This design comes from an exercise in tuning for small area and few clock cycles per item on the open sky130 flow, not from production work. RTL that was checked went through simulation tests only; none was proved equivalent to the original.

==> flow/design.v (excerpt) <==
module magenta_core (
    input  wire         clk,
    input  wire         rst,         
    input  wire         start,       
    input  wire         decrypt,     
    input  wire [1:0]   ksize,       
    input  wire [255:0] key,         
    input  wire [127:0] din,         
    output wire         ready,
    output wire         done,
    output wire [127:0] dout
);
==> module magenta_sbox, before the edit <==
module magenta_sbox (
    input  wire [7:0] x,
    output wire [7:0] y
);
    function [7:0] xtime;
        input [7:0] v;
        begin
            xtime = {v[6:0], 1'b0} ^ (v[7] ? 8'h65 : 8'h00);
        end
    endfunction
    wire [4:0] h = x[7:3];
    wire [7:0] base;
    assign base[0] = 32'h728f092f >> h;
    assign base[1] = 32'h2236e2cc >> h;
    assign base[2] = 32'hc4c1a29a >> h;
    assign base[3] = 32'h85cf5f1c >> h;
    assign base[4] = 32'ha3c24bc8 >> h;
    assign base[5] = 32'hff37ba02 >> h;
    assign base[6] = 32'hc313068a >> h;
    assign base[7] = 32'h6a173d7c >> h;
    wire [7:0] m4 = x[2] ? xtime(xtime(xtime(xtime(base)))) : base;
    wire [7:0] m2 = x[1] ? xtime(xtime(m4)) : m4;
    wire [7:0] m1 = x[0] ? xtime(m2) : m2;
    assign y = {m1[7:1], m1[0] & ~&x};
endmodule
export LEC_CHECK = 0
export CAP_MARGIN = 20
export CELL_PAD_IN_SITES_DETAIL_PLACEMENT = 0
export CELL_PAD_IN_SITES_GLOBAL_PLACEMENT = 0
export CORE_MARGIN = 2
export CORE_UTILIZATION = 45
export SLEW_MARGIN = 20
create_clock -name core_clock -period 20.0 [get_ports {clk}]
standard.sh (not shown) runs the stock make flow with config.mk's settings and CLKGATE_MAP_FILE= SYNTH_SCRIPT=/design/flow/synth_recipe.tcl, a recipe that flattens the netlist after the stock synthesis.
==> flow/flow/run.sh <==
#!/bin/bash
# Layout flow: the standard flow, except for three settings.
#  - Synthesis maps the logic with an area-oriented ABC script
#    (flow/abc.script) and without Yosys's adder extraction.
#  - Port buffers use the smallest buffer cell.
#  - Clock tree: larger sink clusters and no dummy loads, for fewer buffers.
# Everything else is the standard flow unchanged.
set -euo pipefail
W=$PWD
rm -rf "$W/scripts_mod"
cp -r "$FLOW_HOME/scripts" "$W/scripts_mod"
cp "$W/flow/abc.script" "$W/scripts_mod/abc_speed.script"
cp "$W/flow/abc.script" "$W/scripts_mod/abc_area.script"
SCRIPTS_DIR="$W/scripts_mod" ADDER_MAP_FILE= bash "$W/standard.sh" synth > "$W/flow_synth.log" 2>&1
BUFFER_PORTS_ARGS="-buffer_cell sky130_fd_sc_hd__buf_1" \
CTS_ARGS="-sink_clustering_enable -repair_clock_nets -sink_clustering_size 20 -sink_clustering_max_diameter 100 -dont_use_dummy_load" \
  bash "$W/standard.sh" > "$W/flow_layout.log" 2>&1
==> flow/flow/abc.script <==
strash
&get -n
&deepsyn -T 120
&put
dch -f
amap
topo
stime -c
Testbench counts at the start, summed over its fixed seeds: cycles 20,924, items 512.
==> next run, changes <==
--- a/flow/design.v
+++ b/flow/design.v
@@ -19,11 +19,11 @@
     assign base[6] = 32'hc313068a >> h;
     assign base[7] = 32'h6a173d7c >> h;
     wire [7:0] m4 = x[2] ? xtime(xtime(xtime(xtime(base)))) : base;
     wire [7:0] m2 = x[1] ? xtime(xtime(m4)) : m4;
     wire [7:0] m1 = x[0] ? xtime(m2) : m2;
-    assign y = {m1[7:1], m1[0] & ~&x};
+    assign y = (x == 8'hff) ? 8'h00 : m1;
 endmodule
 module magenta_pi (
     input  wire [127:0] x,
     output wire [127:0] y
 );
Result:
- non-clock buffer count is lower by 21
- global-route usage goes up by 0.38 points
- utilization goes down by 0.17 points
- area after synthesis rose by 0.30%
- hold slack gains 0.026 ns
- critical path depth drops by 8
- wire length went up by about 1.7%
- cell area hardly moves
- cell count climbs by 0.57%
- clock-buffer cell count is unchanged
- via count came out higher by 0.74%
- first-iteration DRC count is higher by about 10%
Testbench counts after the change, summed over its fixed seeds: cycles 20,924, items 512.

========
== v6 ==
magenta_core, a different RTL version from the one above (not shown whole).
For scale: about 11,000 cells after synthesis, about 650 flip-flops, ~520 I/O pins, roughly 69,000 sq um of cells after synthesis.
==> module magenta_sbox, before the edit <==
module magenta_sbox (
    input  wire [7:0] x,
    output wire [7:0] y
);
    function [7:0] xtime;
        input [7:0] v;
        begin
            xtime = {v[6:0], 1'b0} ^ (v[7] ? 8'h65 : 8'h00);
        end
    endfunction
    reg [7:0] base;
    always @(*) begin
        case (x[7:3])
            5'd0 : base = 8'h01;
            5'd1 : base = 8'h65;
            5'd2 : base = 8'h8b;
            5'd3 : base = 8'hdf;
            5'd4 : base = 8'h8c;
            5'd5 : base = 8'h81;
            5'd6 : base = 8'h92;
            5'd7 : base = 8'h56;
            5'd8 : base = 8'h99;
            5'd9 : base = 8'h7e;
            5'd10: base = 8'hc8;
            5'd11: base = 8'hb9;
            5'd12: base = 8'ha8;
            5'd13: base = 8'ha6;
            5'd14: base = 8'h1a;
            5'd15: base = 8'h26;
            5'd16: base = 8'hed;
            5'd17: base = 8'hfb;
            5'd18: base = 8'hab;
            5'd19: base = 8'h09;
            5'd20: base = 8'he2;
            5'd21: base = 8'h22;
            5'd22: base = 8'h1c;
            5'd23: base = 8'h1d;
            5'd24: base = 8'h78;
            5'd25: base = 8'hf3;
            5'd26: base = 8'h2c;
            5'd27: base = 8'ha0;
            5'd28: base = 8'h21;
            5'd29: base = 8'hb3;
            5'd30: base = 8'he5;
            5'd31: base = 8'h7c;
            default: base = 8'h00;
        endcase
    end
    wire [7:0] m4 = x[2] ? xtime(xtime(xtime(xtime(base)))) : base;
    wire [7:0] m2 = x[1] ? xtime(xtime(m4)) : m4;
    wire [7:0] m1 = x[0] ? xtime(m2) : m2;
    assign y = (x == 8'hff) ? 8'h00 : m1;
endmodule
clock: 20.0 ns
lec_check: 0
cap_margin: 20
cell_pad_in_sites_detail_placement: 1
cell_pad_in_sites_global_placement: 1
core_margin: 2
core_utilization: 35
slew_margin: 20
==> flow/flow/run.sh <==
#!/bin/bash
# Layout flow: the standard flow, except that synthesis maps the logic with
# an area-oriented ABC script (flow/abc.script) and without Yosys's adder
# extraction. Everything after synthesis is the standard flow unchanged.
set -euo pipefail
W=$PWD
rm -rf "$W/scripts_mod"
cp -r "$FLOW_HOME/scripts" "$W/scripts_mod"
cp "$W/flow/abc.script" "$W/scripts_mod/abc_speed.script"
cp "$W/flow/abc.script" "$W/scripts_mod/abc_area.script"
SCRIPTS_DIR="$W/scripts_mod" ADDER_MAP_FILE= bash "$W/standard.sh" synth > "$W/flow_synth.log" 2>&1
# Port buffers: the smallest buffer cell rather than the resizer's default pick.
BUFFER_PORTS_ARGS="-buffer_cell sky130_fd_sc_hd__buf_1" bash "$W/standard.sh" > "$W/flow_layout.log" 2>&1
==> flow/flow/abc.script <==
strash
dch
amap
topo
stime -c
Per the final summary, v6 finished and its layout is clean on timing, DRC and antenna.
> inputs changed (v6 -> v7)
==> flow/design.v, changed modules only <==
module magenta_sbox (
    input  wire [7:0] x,
    output wire [7:0] y
);
    function [7:0] xtime;
        input [7:0] v;
        begin
            xtime = {v[6:0], 1'b0} ^ (v[7] ? 8'h65 : 8'h00);
        end
    endfunction
    wire [4:0] h = x[7:3];
    wire [7:0] base;
    assign base[0] = 32'h728f092f >> h;
    assign base[1] = 32'h2236e2cc >> h;
    assign base[2] = 32'hc4c1a29a >> h;
    assign base[3] = 32'h85cf5f1c >> h;
    assign base[4] = 32'ha3c24bc8 >> h;
    assign base[5] = 32'hff37ba02 >> h;
    assign base[6] = 32'hc313068a >> h;
    assign base[7] = 32'h6a173d7c >> h;
    wire [7:0] m4 = x[2] ? xtime(xtime(xtime(xtime(base)))) : base;
    wire [7:0] m2 = x[1] ? xtime(xtime(m4)) : m4;
    wire [7:0] m1 = x[0] ? xtime(m2) : m2;
    assign y = (x == 8'hff) ? 8'h00 : m1;
endmodule
Findings:
- v7 ran to completion and came out clean on the timing, design-rule and antenna checks.
- Changes observed in v7 relative to v6: synthesized netlist cell count -0.60%, number of antenna violations at the first check in global routing -14.
- Number of buffers created by CTS was higher in the run labelled v6.
- There was hardly any difference in post-synthesis xor/xnor area fraction between v7 and v6.
- Post-route cell area went down by a few percent going from v6 to v7.
Testbench counts of v7, summed over its fixed seeds: cycles 20,924, items 512.
No functional check of the RTL was part of v6.

## re-timing with driven ports
How much do the figures lean on ideal ports? The routed layouts below were timed once more, with nothing changed but the port constraints.
Step 1 assumes that a clkbuf_16 drives the clock port and a buf_2 every other input.
Step 2, shift: input delay + t, output delay - t, t = (earliest + latest rising clock arrival at the registers) / 2. This alone moves slack from input paths to output paths.
a / b / c = ideal ports / drivers / drivers and shift; a / b = the first two.
run	t, ns	slack for setup (ns)	worst slew at a driven data input, ns	pins driven straight from the clock port
the first run of note 1	0.724	1.792 / 1.792 / 1.792	0.16	1
the second run of note 1	0.722	1.765 / 1.765 / 1.765	0.27	1
v6	0.829	1.935 / 1.935 / 1.935	0.21	1
v7	0.797	1.956 / 1.956 / 1.956	0.09	1
After both steps every run listed still meets setup and hold.
